Background: an optimization exercise with open tools, aiming at small area, a short achievable clock period and few clock cycles per item. Do not read the settings as production practice. No run shown here included a check of the RTL's function; only the layout flow was run. Power and IR drop assume default switching activity.

$ cat design.v
module sfd_tx (
    input  wire        clk,
    input  wire        rst,
    input  wire        in_valid,
    input  wire [7:0]  in_op,
    input  wire [7:0]  in_dest,
    input  wire [7:0]  in_byte,
    input  wire        in_last,
    input  wire        in_empty,
    output wire        in_ready,
    output wire        tx_valid,
    output wire [7:0]  tx_byte,
    input  wire        tx_ready
);
    localparam [7:0] MARKER       = 8'h1B;
    localparam [7:0] LIT_SENTINEL = 8'h1C;
    localparam [7:0] OP_DATA      = 8'h44;
    reg  [7:0]  buf_mem [0:31];
    reg  [5:0]  top;           
    reg         in_cmd;        
    reg         col_isd;       
    reg  [7:0]  col_op;
    reg  [7:0]  col_dest;
    reg  [5:0]  cnt;           
    reg         pair;          
    reg         s_pend;        
    reg         col_closed;    
    reg         carry;         
    reg         carry_last;    
    reg         in_rdy;        
    reg         rdy_valid;
    reg  [7:0]  rdy_op;
    reg  [7:0]  rdy_dest;
    reg  [5:0]  rdy_len;
    reg         active;        
    reg  [5:0]  pos;           
    reg         out_src;       
    reg  [5:0]  out_end;       
    reg  [15:0] seq;
    reg         tx_v;
    reg  [7:0]  tx_b;
    assign in_ready = in_rdy;
    assign tx_valid = tx_v;
    assign tx_byte  = tx_b;
    function [5:0] inc6(input [5:0] x);
        inc6 = x ^ {&x[4:0], &x[3:0], &x[2:0], &x[1:0], x[0], 1'b1};
    endfunction
    function [5:0] dec6(input [5:0] x);
        dec6 = x ^ {~|x[4:0], ~|x[3:0], ~|x[2:0], ~|x[1:0], ~x[0], 1'b1};
    endfunction
    function [4:0] inc5(input [4:0] x);
        inc5 = x ^ {&x[3:0], &x[2:0], &x[1:0], x[0], 1'b1};
    endfunction
    wire        fire     = in_valid && in_rdy;
    wire        is_data  = in_cmd ? col_isd : (in_op == OP_DATA);
    wire        is_mk    = (in_byte == MARKER) && !in_empty;
    wire        is_m     = is_data && is_mk;
    wire        two      = is_m && pair;
    wire        c30      = (cnt == 6'd30);
    wire        c31      = (cnt == 6'd31);
    wire        nofit    = two && c31;
    wire [5:0]  cnt1     = inc6(cnt);
    wire [5:0]  cnt2     = {inc5(cnt[5:1]), cnt[0]};
    wire [5:0]  ncnt     = two ? cnt2 : cnt1;
    wire        in_end   = in_last || in_empty;
    wire        close    = in_end || c31 || (c30 && two);
    wire [5:0]  close_len = in_empty ? cnt : nofit ? 6'd31 : ncnt;
    reg  [7:0]  hdr;
    always @(*) begin
        case (pos[3:0])
            4'd0, 4'd1, 4'd2: hdr = MARKER;
            4'd4:             hdr = seq[15:8];
            4'd5:             hdr = seq[7:0];
            4'd6:             hdr = out_src ? col_op : rdy_op;
            4'd7:             hdr = out_src ? col_dest : rdy_dest;
            4'd9:             hdr = {2'b00, out_end - 6'd9};
            default:          hdr = 8'h00;
        endcase
    end
    wire        in_body  = (pos >= 6'd10);
    wire [7:0]  next_b   = in_body ? buf_mem[top[4:0]] : hdr;
    wire        adv      = !tx_v || tx_ready;
    wire        emit     = adv && active;
    wire        pos_last = (pos == out_end);
    wire        done     = emit && pos_last;
    wire        want     = adv && (pos_last || !active);
    wire        take_rdy = want && rdy_valid;
    wire        take_col = want && !rdy_valid && col_closed;
    wire        pos_lt8  = (pos[5:3] == 3'd0);
    wire        hold     = active && pos_lt8;
    wire        to_rdy   = col_closed && !take_col && !rdy_valid && !(hold && !out_src);
    wire        col_move = take_col || to_rdy;
    wire        rd       = emit && in_body;
    wire        occ31    = (top == 6'd30);
    wire        occ32    = (top == 6'd31);
    wire        wr_in    = fire && !in_empty;
    wire        wr_s     = s_pend && !occ32;
    wire        wr       = wr_in || wr_s;
    wire        full_n   = !rd && (occ32 || (occ31 && wr));
    wire        spend_n  = fire ? (two && !nofit) : (s_pend && !wr_s);
    wire        closed_n = (fire && close) || (col_closed && (col_move ? carry_last : 1'b1));
    wire        active_n = want ? (take_rdy || take_col) : active;
    wire        lt8_n    = adv ? (!emit || done || (pos[5:3] == 3'd0 && pos[2:0] != 3'd7)) : pos_lt8;
    wire        src_n    = take_rdy ? 1'b0 : take_col ? 1'b1 : out_src;
    wire        in_cmd_n = fire ? !in_end : in_cmd;
    wire        newblk_n = !in_cmd_n && active_n && lt8_n && src_n;
    integer i;
    always @(posedge clk) begin
        if (wr) begin
            for (i = 31; i > 0; i = i - 1)
                buf_mem[i] <= buf_mem[i - 1];
            buf_mem[0] <= s_pend ? LIT_SENTINEL : in_byte;
        end
        if (fire && !in_cmd) begin
            col_op   <= in_op;
            col_dest <= in_dest;
        end
        if (to_rdy) begin
            rdy_op   <= col_op;
            rdy_dest <= col_dest;
            rdy_len  <= cnt;
        end
        if (take_rdy) begin
            out_src  <= 1'b0;
            out_end  <= rdy_len + 6'd9;
        end
        if (take_col) begin
            out_src  <= 1'b1;
            out_end  <= cnt + 6'd9;
        end
        if (emit)
            tx_b <= next_b;
        else if (adv)
            tx_b <= MARKER;
    end
    always @(posedge clk) begin
        if (rst) begin
            top        <= 6'h3F;
            in_cmd     <= 1'b0;
            col_isd    <= 1'b0;
            cnt        <= 6'd0;
            pair       <= 1'b0;
            s_pend     <= 1'b0;
            col_closed <= 1'b0;
            carry      <= 1'b0;
            carry_last <= 1'b0;
            in_rdy     <= 1'b1;
            rdy_valid  <= 1'b0;
            active     <= 1'b0;
            pos        <= 6'd0;
            seq        <= 16'h0000;
            tx_v       <= 1'b0;
        end else begin
            if (wr && !rd)
                top <= inc6(top);
            else if (rd && !wr)
                top <= dec6(top);
            in_rdy <= !spend_n && !closed_n && !full_n && !newblk_n;
            s_pend <= spend_n;
            if (adv) begin
                if (emit) begin
                    tx_v <= 1'b1;
                    if (done) begin
                        seq <= (seq == 16'hFFFE) ? 16'h0000 : seq + 16'd1;
                        pos <= 6'd0;
                    end else begin
                        pos <= pos + 6'd1;
                    end
                end else begin
                    tx_v <= take_rdy || take_col;
                    pos  <= 6'd1;
                end
            end
            if (want)
                active <= take_rdy || take_col;
            if (take_rdy)
                rdy_valid <= 1'b0;
            if (to_rdy)
                rdy_valid <= 1'b1;
            if (col_move) begin
                col_closed <= carry_last;
                cnt        <= carry ? 6'd1 : 6'd0;
                pair       <= carry;
                carry      <= 1'b0;
                carry_last <= 1'b0;
            end
            if (fire) begin
                in_cmd <= !in_end;
                if (!in_cmd)
                    col_isd <= (in_op == OP_DATA);
                if (close) begin
                    col_closed <= 1'b1;
                    cnt        <= close_len;
                    carry      <= nofit;
                    carry_last <= nofit && in_last;
                end else begin
                    cnt        <= ncnt;
                    pair       <= is_m && !pair;
                end
            end
        end
    end
endmodule
$ cat run.sh
#!/bin/bash
# synth_recipe.tcl (not shown) runs the flow's synth.tcl, then flattens the netlist and writes it again
# the make line also repeats each setting of config.mk as NAME=value (left out here)
make -C /OpenROAD-flow-scripts/flow DESIGN_CONFIG=/design/flow/config.mk WORK_HOME=/design/flow/orfs CLKGATE_MAP_FILE= SYNTH_SCRIPT=/design/flow/synth_recipe.tcl finish
$ cat config.mk
export PLATFORM = sky130hd
export DESIGN_NAME = sfd_tx
export DESIGN_NICKNAME = sfd_tx
export VERILOG_FILES = /design/flow/design.v
export SDC_FILE = /design/flow/constraint.sdc
export NUM_CORES = 4
export LEC_CHECK = 0
export CAP_MARGIN = 20
export CORE_MARGIN = 2
export CORE_UTILIZATION = 65
export PLACE_DENSITY = 0.75
export SETUP_SLACK_MARGIN = 3.3
export SLEW_MARGIN = 20
$ cat constraint.sdc
create_clock -name core_clock -period 6.0 [get_ports {clk}]
set_input_delay 1.2000 -clock core_clock [delete_from_list [all_inputs] [get_ports {clk}]]
set_output_delay 1.2000 -clock core_clock [all_outputs]
set_load 0.01 [all_outputs]
==> metrics.csv, run 1 <==
metric,value,unit
ant diodes,0,
Final Power,5.643,mW
RSZ-0062 raised after global routing,false,
outcome,finished clean,
WL/cell,26.76,um
reg2reg end,tx_b[3],
initial DRC count,1258,
worst-path fanout max,16,
Max clock buf depth,3,
die width,155.9,um
Compound-Gate Fraction of Synth Area,0.1223,
Leak,5.968,nW
vias in the first global route,9666,
Synth Area in Adders,0.01334,
Crit. End Element,flip-flop,
post-synthesis cell type count,90,
First-pass DRT Iterations,5,
cell count after synthesis,1059,
num ports,40,
port bufs,39,
main combinational cell family by area after synthesis,compound AO/OA/AOI/OAI gates,
Required @ worst endpoint,6240,ps
Cell Rows,55,
die area,24310,um^2
ys flop type,edfxtp_1,
R2R cell count,7,
mux contribution to synthesized area,0.02052,
core area,22640,um^2
Fmax,0.3718,GHz
largest net degree at the start of global routing,97,
"setup slack, reg-to-reg",3310,ps
"EDFF count, synth",308,
Worst Path Arrival,2930,ps
CP startpoint,top[1],
post-synthesis xor/xnor area fraction,0.02268,
worst slew pin tran,954.5,ps
Hold Fails Final Rpt,0,
DP HPWL,24.31,mm
root buf cell,clkbuf_16,
Syn Std Cell Area,15000,um^2
ys async rst share,0,
mean post-synth cell area,14.17,um^2
"leading cell types in the layout, fill and taps excluded","308 x edfxtp_1, 50 x nor2_1, 41 x a32oi_1, 39 x a22oi_1, 39 x dfxtp_1",
initial core utilization,0.6627,
Non-Filler Instances,1435,
Pwr per Cell Area,323.0,nW/um^2
Via density,7.008,
Sink Count,354,
Max IR drop VDD,0.0002656,V
max-cap violations,0,
count of final setup violators,0,
#FFs+latches synth,354,
"commonest non-fill, non-tap cell in the layout",edfxtp_1,
Setup CP Type,flip-flop to flip-flop,
aggregate global routing overflow,0,
CTS Buf Count,36,
Slew headroom,0.3602,
Tot GR Track Use,0.3148,
post-synthesis simple-gate area fraction,0.1187,
syn_nets,1105,
"Reg clk slew, reported paths",60,ps
pre-CTS WS,1801,ps
Inst Count DP,1345,
NumNets Final,1170,
worst hold slack,435.5,ps
share of cells above drive strength 1,0.1765,
startpoint types,flip-flop,
height of the chip,155.9,um
DRT Wirelength,38.40,mm
via count,10057,
register area share after synthesis,0.6778,
H-tree Lvls,2,
slowest CP cell,dfxtp_4,
"slowest stage delay, CP",490,ps
worst r2r src,top[1],
min cycle time layout,2690,ps
clk latency of the worst-skew pair,520,ps
"Area growth, synth to finish",16.43,%
CP endpoint,tx_b[3],
worst min path class,flip-flop to flip-flop,
clock skew,18.55,ps
Final WS setup,3310,ps
DRC Markers,0,
"Slew Viols, Final",0,
crit share post-route,0.4483,
sequence of cells on the critical path,"buf_4, nand2b_1, nor2_1, a2111oi_1, nand4_1, nor4_4, o221ai_1",
CTS tree,built,
Antenna Violating Nets Remaining,0,
global-route wire length before repair,57.28,mm
Placer Congestion,0.9108,
initial antenna violation count,0,
Ys Warns,2,
synth_stat cells, types with 4 or more instances:
| master | instances | area (um^2) |
|---|---|---|
| edfxtp_1 | 308 | 9249 |
| nor2_1 | 57 | 214.0 |
| dfxtp_1 | 46 | 920.9 |
| a32oi_1 | 42 | 367.9 |
| nand2_1 | 40 | 150.1 |
| a22oi_1 | 39 | 292.8 |
| and3_1 | 32 | 200.2 |
| nand3_1 | 29 | 145.1 |
| nand4_1 | 29 | 181.4 |
| clkbuf_1 | 28 | 105.1 |
| a21oi_1 | 27 | 135.1 |
| o21ai_0 | 26 | 130.1 |
| xor2_1 | 23 | 201.4 |
| buf_2 | 22 | 110.1 |
| nor3_1 | 20 | 100.1 |
| inv_1 | 18 | 67.56 |
| mux2_2 | 17 | 191.4 |
| ha_1 | 16 | 200.2 |
| a221oi_1 | 15 | 131.4 |
| xnor2_1 | 14 | 122.6 |
| nor2b_1 | 13 | 81.33 |
| nor4_1 | 11 | 68.82 |
| nand2b_1 | 10 | 62.56 |
| mux2i_1 | 9 | 90.09 |
| or3_1 | 9 | 56.30 |
| a22o_1 | 8 | 70.07 |
| a31oi_1 | 8 | 50.05 |
| and2_1 | 8 | 50.05 |
| o31ai_1 | 7 | 52.55 |
| and2_0 | 5 | 31.28 |
| and4_1 | 5 | 43.79 |
| buf_6 | 5 | 56.30 |
| o221ai_1 | 5 | 43.79 |
| o32ai_1 | 5 | 43.79 |
| or2_2 | 5 | 31.28 |
| a2111oi_0 | 4 | 35.03 |
| a222oi_1 | 4 | 40.04 |
| buf_4 | 4 | 30.03 |
| nand3b_1 | 4 | 30.03 |
| or3b_2 | 4 | 35.03 |
how the worst min path moves through the flow:
stage,end,from,cells after the start
after floorplan,buf_mem[17][7],buf_mem[16][7],0
final,buf_mem[3][2],buf_mem[2][2],0
after detailed placement,buf_mem[3][2],buf_mem[2][2],0
after global routing,buf_mem[3][2],buf_mem[2][2],0
after CTS,buf_mem[3][2],buf_mem[2][2],0
after global placement,buf_mem[17][7],buf_mem[16][7],0
flip-flops by register name (all words and copies together), names as in the netlist, 8 cells and up:
| name | count |
|---|---|
| col_dest | 8 |
| rdy_dest | 8 |
| tx_b | 8 |
| seq | 16 |
| buf_mem | 256 |
| rdy_op | 8 |
| col_op | 8 |
power breakdown:
group          switching [mW]  internal [mW]
sequential             0.0962           2.83
clock                   0.927           1.33
combinational           0.283          0.173
stage by stage:
stage | instance area, um^2 | TNS [ps] | util
3_3_place_gp | 15700 | 0 | 0.6935
3_5_place_dp | 15710 | 0 | 0.6937
6_report | 17470 | 0 | 0.7715
5_1_grt | 17470 | 0 | 0.7715
2_1_floorplan | 15110 | -1027 | -
4_1_cts | 17330 | 0 | 0.7654
kinds of logic (layout without fill, tap and decap cells):
logic type,Yosys count,count (layout)
AOI/OAI and AO/OA,236,236
adders and majority gates,16,16
muxes,28,28
buffers and inverters,77,168
xor gates and xnor gates,38,38
DFF,354,354
and+or+nand+nor,310,310
worst max-delay path: cells and delay by family, from the launching register on:
family	cells	cell delay, ps
and+or+nand+nor	4	1030
buffers and inverters	1	220
AOI/OAI and AO/OA	2	670
DFF	1	490
routing by layer:
layer,vias up,global-route usage,share of wire
li1,4374,-,-
met1,4893,0.4355,0.38
met2,674,0.5091,0.48
met3,116,0.05833,0.10
met4,0,0.1097,0.037
met5,-,0,0
timing repair:
item / CTS / global route
hold buffers: 0 / 0
endpoints found under the setup margin: 296 / 172
pin swaps: 12 / 11
endpoints found under the hold margin: 0 / 0
setup buffers: 17 / 7
gates cloned: 2 / 0
gates resized for setup: 61 / 20
area by class of cell:
type	count	area, um^2
multi-input cells	628	4843
inverters	18	75.07
fillers	1363	5172
well taps	285	356.6
flip-flops and latches	354	10190
repair buffers	85	817.0
repair inverters	1	6.256
clock inverters	18	201.4
clock buffers	46	979.7
==> inputs of run 2 (changes only) <==
--- a/design.v
+++ b/design.v
@@ -34,7 +34,8 @@
     reg  [5:0]  rdy_len;
     reg         active;        
     reg  [5:0]  pos;           
-    reg         out_src;       
+    reg  [7:0]  out_op;
+    reg  [7:0]  out_dest;
     reg  [5:0]  out_end;       
     reg  [15:0] seq;
     reg         tx_v;
@@ -71,8 +72,8 @@
             4'd0, 4'd1, 4'd2: hdr = MARKER;
             4'd4:             hdr = seq[15:8];
             4'd5:             hdr = seq[7:0];
-            4'd6:             hdr = out_src ? col_op : rdy_op;
-            4'd7:             hdr = out_src ? col_dest : rdy_dest;
+            4'd6:             hdr = out_op;
+            4'd7:             hdr = out_dest;
             4'd9:             hdr = {2'b00, out_end - 6'd9};
             default:          hdr = 8'h00;
         endcase
@@ -86,9 +87,7 @@
     wire        want     = adv && (pos_last || !active);
     wire        take_rdy = want && rdy_valid;
     wire        take_col = want && !rdy_valid && col_closed;
-    wire        pos_lt8  = (pos[5:3] == 3'd0);
-    wire        hold     = active && pos_lt8;
-    wire        to_rdy   = col_closed && !take_col && !rdy_valid && !(hold && !out_src);
+    wire        to_rdy   = col_closed && !take_col && (!rdy_valid || take_rdy);
     wire        col_move = take_col || to_rdy;
     wire        rd       = emit && in_body;
     wire        occ31    = (top == 6'd30);
@@ -99,11 +98,6 @@
     wire        full_n   = !rd && (occ32 || (occ31 && wr));
     wire        spend_n  = fire ? (two && !nofit) : (s_pend && !wr_s);
     wire        closed_n = (fire && close) || (col_closed && (col_move ? carry_last : 1'b1));
-    wire        active_n = want ? (take_rdy || take_col) : active;
-    wire        lt8_n    = adv ? (!emit || done || (pos[5:3] == 3'd0 && pos[2:0] != 3'd7)) : pos_lt8;
-    wire        src_n    = take_rdy ? 1'b0 : take_col ? 1'b1 : out_src;
-    wire        in_cmd_n = fire ? !in_end : in_cmd;
-    wire        newblk_n = !in_cmd_n && active_n && lt8_n && src_n;
     integer i;
     always @(posedge clk) begin
         if (wr) begin
@@ -121,11 +115,13 @@
             rdy_len  <= cnt;
         end
         if (take_rdy) begin
-            out_src  <= 1'b0;
+            out_op   <= rdy_op;
+            out_dest <= rdy_dest;
             out_end  <= rdy_len + 6'd9;
         end
         if (take_col) begin
-            out_src  <= 1'b1;
+            out_op   <= col_op;
+            out_dest <= col_dest;
             out_end  <= cnt + 6'd9;
         end
         if (emit)
@@ -155,7 +151,7 @@
                 top <= inc6(top);
             else if (rd && !wr)
                 top <= dec6(top);
-            in_rdy <= !spend_n && !closed_n && !full_n && !newblk_n;
+            in_rdy <= !spend_n && !closed_n && !full_n;
             s_pend <= spend_n;
             if (adv) begin
                 if (emit) begin
==> metrics.csv, run 2 <==
metric,value,unit,change
initial core utilization,0.6606,,-0.002115
post-synthesis cell type count,79,,-12%
Tot GR Track Use,0.3161,,+0.001381
Antenna Violating Nets Remaining,0,,unchanged
"EDFF count, synth",324,,+5.2%
syn_nets,1163,,+5.2%
root buf cell,clkbuf_16,,
worst min path class,flip-flop to flip-flop,,
#FFs+latches synth,369,,+4.2%
via count,10503,,+4.4%
Crit. End Element,flip-flop,,
WL/cell,25.59,um,-4.4%
WP buf/inv,1,,unchanged
register area share after synthesis,0.6856,,+0.007762
CTS Buf Count,37,,+2.8%
core area,23470,um^2,+3.7%
Top Registers,"buf_mem x256, seq x16",,
"delay-heaviest family, CP",simple AND/OR/NAND/NOR gates,,
"Slew Viols, Final",0,,unchanged
Required @ worst endpoint,6240,ps,about the same
Setup CP Type,flip-flop to flip-flop,,
Max IR drop VDD,0.0002262,V,-15%
cell count after synthesis,1118,,+5.6%
Ys Warns,2,,unchanged
CTS tree,built,,
ys flop type,edfxtp_1,,
largest net degree at the start of global routing,189,,+95%
initial antenna violation count,1,,+1
clk latency of the worst-skew pair,520,ps,about the same
mean post-synth cell area,13.87,um^2,-2.1%
Via density,6.794,,-3.1%
H-tree Lvls,2,,unchanged
setup TNS,0,ps,unchanged
"commonest non-fill, non-tap cell in the layout",edfxtp_1,,
max-cap violations,0,,unchanged
final instance area,18070,um^2,+3.4%
RSZ-0062 raised after global routing,true,,
leading area contributor after synthesis,edfxtp_1,,
clock skew,11.94,ps,-6.616 ps
"Reg clk slew, reported paths",60,ps,about the same
Largest Register,buf_mem,,
share of the synthesized area in the top cell type,0.6275,,+0.01104
outcome,finished clean,,
ys async rst share,0,,unchanged
Largest register FFs,256,,unchanged
DRT Wirelength,39.56,mm,+3.0%
worst slew pin tran,1006,ps,+51.85 ps
worst-path fanout max,14,,-2
"count leader, synth",edfxtp_1,,
Leak,6.102,nW,+2.2%
NumNets Final,1242,,+6.2%
"Area growth, synth to finish",16.54,%,about the same
height of the chip,158.4,um,+1.6%
initial DRC count,1283,,+2.0%
count of final setup violators,0,,unchanged
startpoint types,flip-flop,,
sequence of cells on the critical path,"buf_6, and3b_1, and3_1, a2111oi_1, nand4_1, nor4_4, o211ai_1",,
global-route wire length before repair,58.60,mm,+2.3%
Placer Congestion,0.9296,,+2.1%
cts hold-fix bufs,0,,unchanged
Max clock buf depth,3,,unchanged
port bufs,39,,unchanged
top cells by area in the synthesized netlist,"edfxtp_1 63%, dfxtp_1 5.8%, mux2_2 2.3%",,
num ports,40,,unchanged
"leading cell types in the layout, fill and taps excluded","324 x edfxtp_1, 62 x nand3_1, 59 x nor2_1, 52 x buf_4",,
Hold Fails Final Rpt,0,,unchanged
aggregate global routing overflow,0,,unchanged
Syn Std Cell Area,15500,um^2,+3.3%
die width,158.4,um,+1.6%
Fmax,0.3577,GHz,-3.8%
vias in the first global route,10173,,+5.2%
First-pass DRT Iterations,6,,+1
slowest CP cell,a2111oi_1,,
Worst Path Arrival,3040,ps,+110 ps
Slew headroom,0.3262,,-0.03404
commonest cells in the netlist,"324 x edfxtp_1, 66 x nor2_1, 63 x nand3_1",,
worst hold slack,437.3,ps,+1.778 ps
Sink Count,369,,+4.2%
DP HPWL,24.94,mm,+2.6%
Pwr per Cell Area,310.7,nW/um^2,-3.8%
Cell Rows,56,,+1.8%
min cycle time layout,2796,ps,+106.0 ps
crit share post-route,0.4660,,+0.01767
DP Area,16280,um^2,+3.6%
share of cells above drive strength 1,0.1852,,+0.008633
"slowest stage delay, CP",480,ps,about the same
DRC Markers,0,,unchanged
die area,25100,um^2,+3.3%
==> run 2: cell count changes in the layout (fill, tap and decap cells not counted), moves of 6 or more <==
cell | before | now
a21oi_1 | 27 | 35
a221oi_1 | 15 | 9
a32oi_1 | 41 | 25
and3_1 | 31 | 24
buf_4 | 38 | 52
edfxtp_1 | 308 | 324
mux2_2 | 16 | 30
nand3_1 | 28 | 62
nor2_1 | 50 | 59
o21ai_0 | 21 | 39
==> run 2: routing by layer <==
layer	track usage	wire length, um	up-vias
li1	-	-	4557
met1	0.4064	14580	5061
met2	0.5269	19050	730
met3	0.05253	3872	155
met4	0.1562	2057	0
met5	0	0	-
==> run 2: final cells by class <==
type | instances | area [um^2]
sequential | 369 | 10650
fill | 1418 | 5403
multi-input combinational | 668 | 4845
clock buffer | 52 | 1045
timing repair buffer | 99 | 899.6
tap | 319 | 399.1
clock inverter | 16 | 133.9
inverter | 21 | 87.58
timing repair inverter | 1 | 7.507
antenna | 1 | 2.502
==> run 2: per-stage QoR <==
step                      std cells  setup slack, ps    util  total power, mW
after floorplan                1118           -958.5       -            3.219
after global placement         1436             2027  0.6935            3.337
after detailed placement       1436             1957  0.6935            3.344
after CTS                      1518             3205  0.7561            5.586
after global routing           1545             3065  0.7697            5.742
final                          1546             3204  0.7698            5.614
==> run 2: repair_timing <==
item	CTS	global route
buffers inserted	11	27
pin swaps	7	8
resized for setup	47	30
gates cloned	3	0
setup endpoints to repair	361	315
==> run 2: logic make-up (layout without fill, tap and decap cells) <==
kind of cell             after synthesis  after routing  synth area share
multiplexers                          40             40           0.02865
AND/OR/NAND/NOR                      341            342            0.1205
AO/OA/AOI/OAI                        234            235            0.1065
adder cells (fa/ha/maj)               15             15           0.01210
other                                  0              1                 0
XOR/XNOR                              36             36           0.02034
buffers and inverters                 83            189           0.02631
flip-flops                           369            369            0.6856
==> run 2: final timing paths <==
kind	end	cells after the start	start	slack, ps
worst min-delay path	buf_mem[14][5]	0	buf_mem[13][5]	440
worst max-delay path	tx_b[3]	7	top[3]	3200
worst min register to register	buf_mem[14][5]	0	buf_mem[13][5]	440
worst max register to register	tx_b[3]	7	top[3]	3200
==> run 2: power breakdown <==
part	switching [mW]	leakage, nW	internal, mW
clock network	0.961	0.585	1.31
registers	0.0702	3.39	2.91
logic	0.231	2.13	0.133
total	1.26	6.10	4.35
==> run 2: worst reg2reg max path, cell delays in order, from the launching register on <==
cell and delay [ps]:
dfxtp_4 440, buf_6 200, and3b_1 300, and3_1 240, a2111oi_1 480, nand4_1 210, nor4_4 460, o211ai_1 170

==> port drivers added, routing unchanged <==
How much do the figures lean on ideal ports? The routed layouts below were timed once more, with nothing changed but the port constraints. Step 1 (the two cells are an assumption about what drives the block):
set clk [get_ports {clk}]
set_driving_cell -lib_cell sky130_fd_sc_hd__clkbuf_16 $clk
set_driving_cell -lib_cell sky130_fd_sc_hd__buf_2 [delete_from_list [all_inputs] $clk]
Step 2 also shifts input and output timing later by t, the mid clock arrival at the registers, as if the neighbouring blocks saw the same clock. Three values: ideal ports, drivers, drivers and shift; two values: the first two.
run | t (ns) | slack for setup (ns) | worst hold slack (ns) | worst slew at a driven data input, ns
run 1 | 0.557 | 3.310 / 3.296 / 2.843 | 0.435 / 0.435 / 0.435 | 0.04
run 2 | 0.566 | 3.204 / 3.204 / 2.817 | 0.437 / 0.437 / 0.437 | 0.04
After both steps every run listed still meets setup and hold. The setup slack of run 1, which loses most, moves by -0.014 ns with the drivers and by -0.467 ns with both steps.
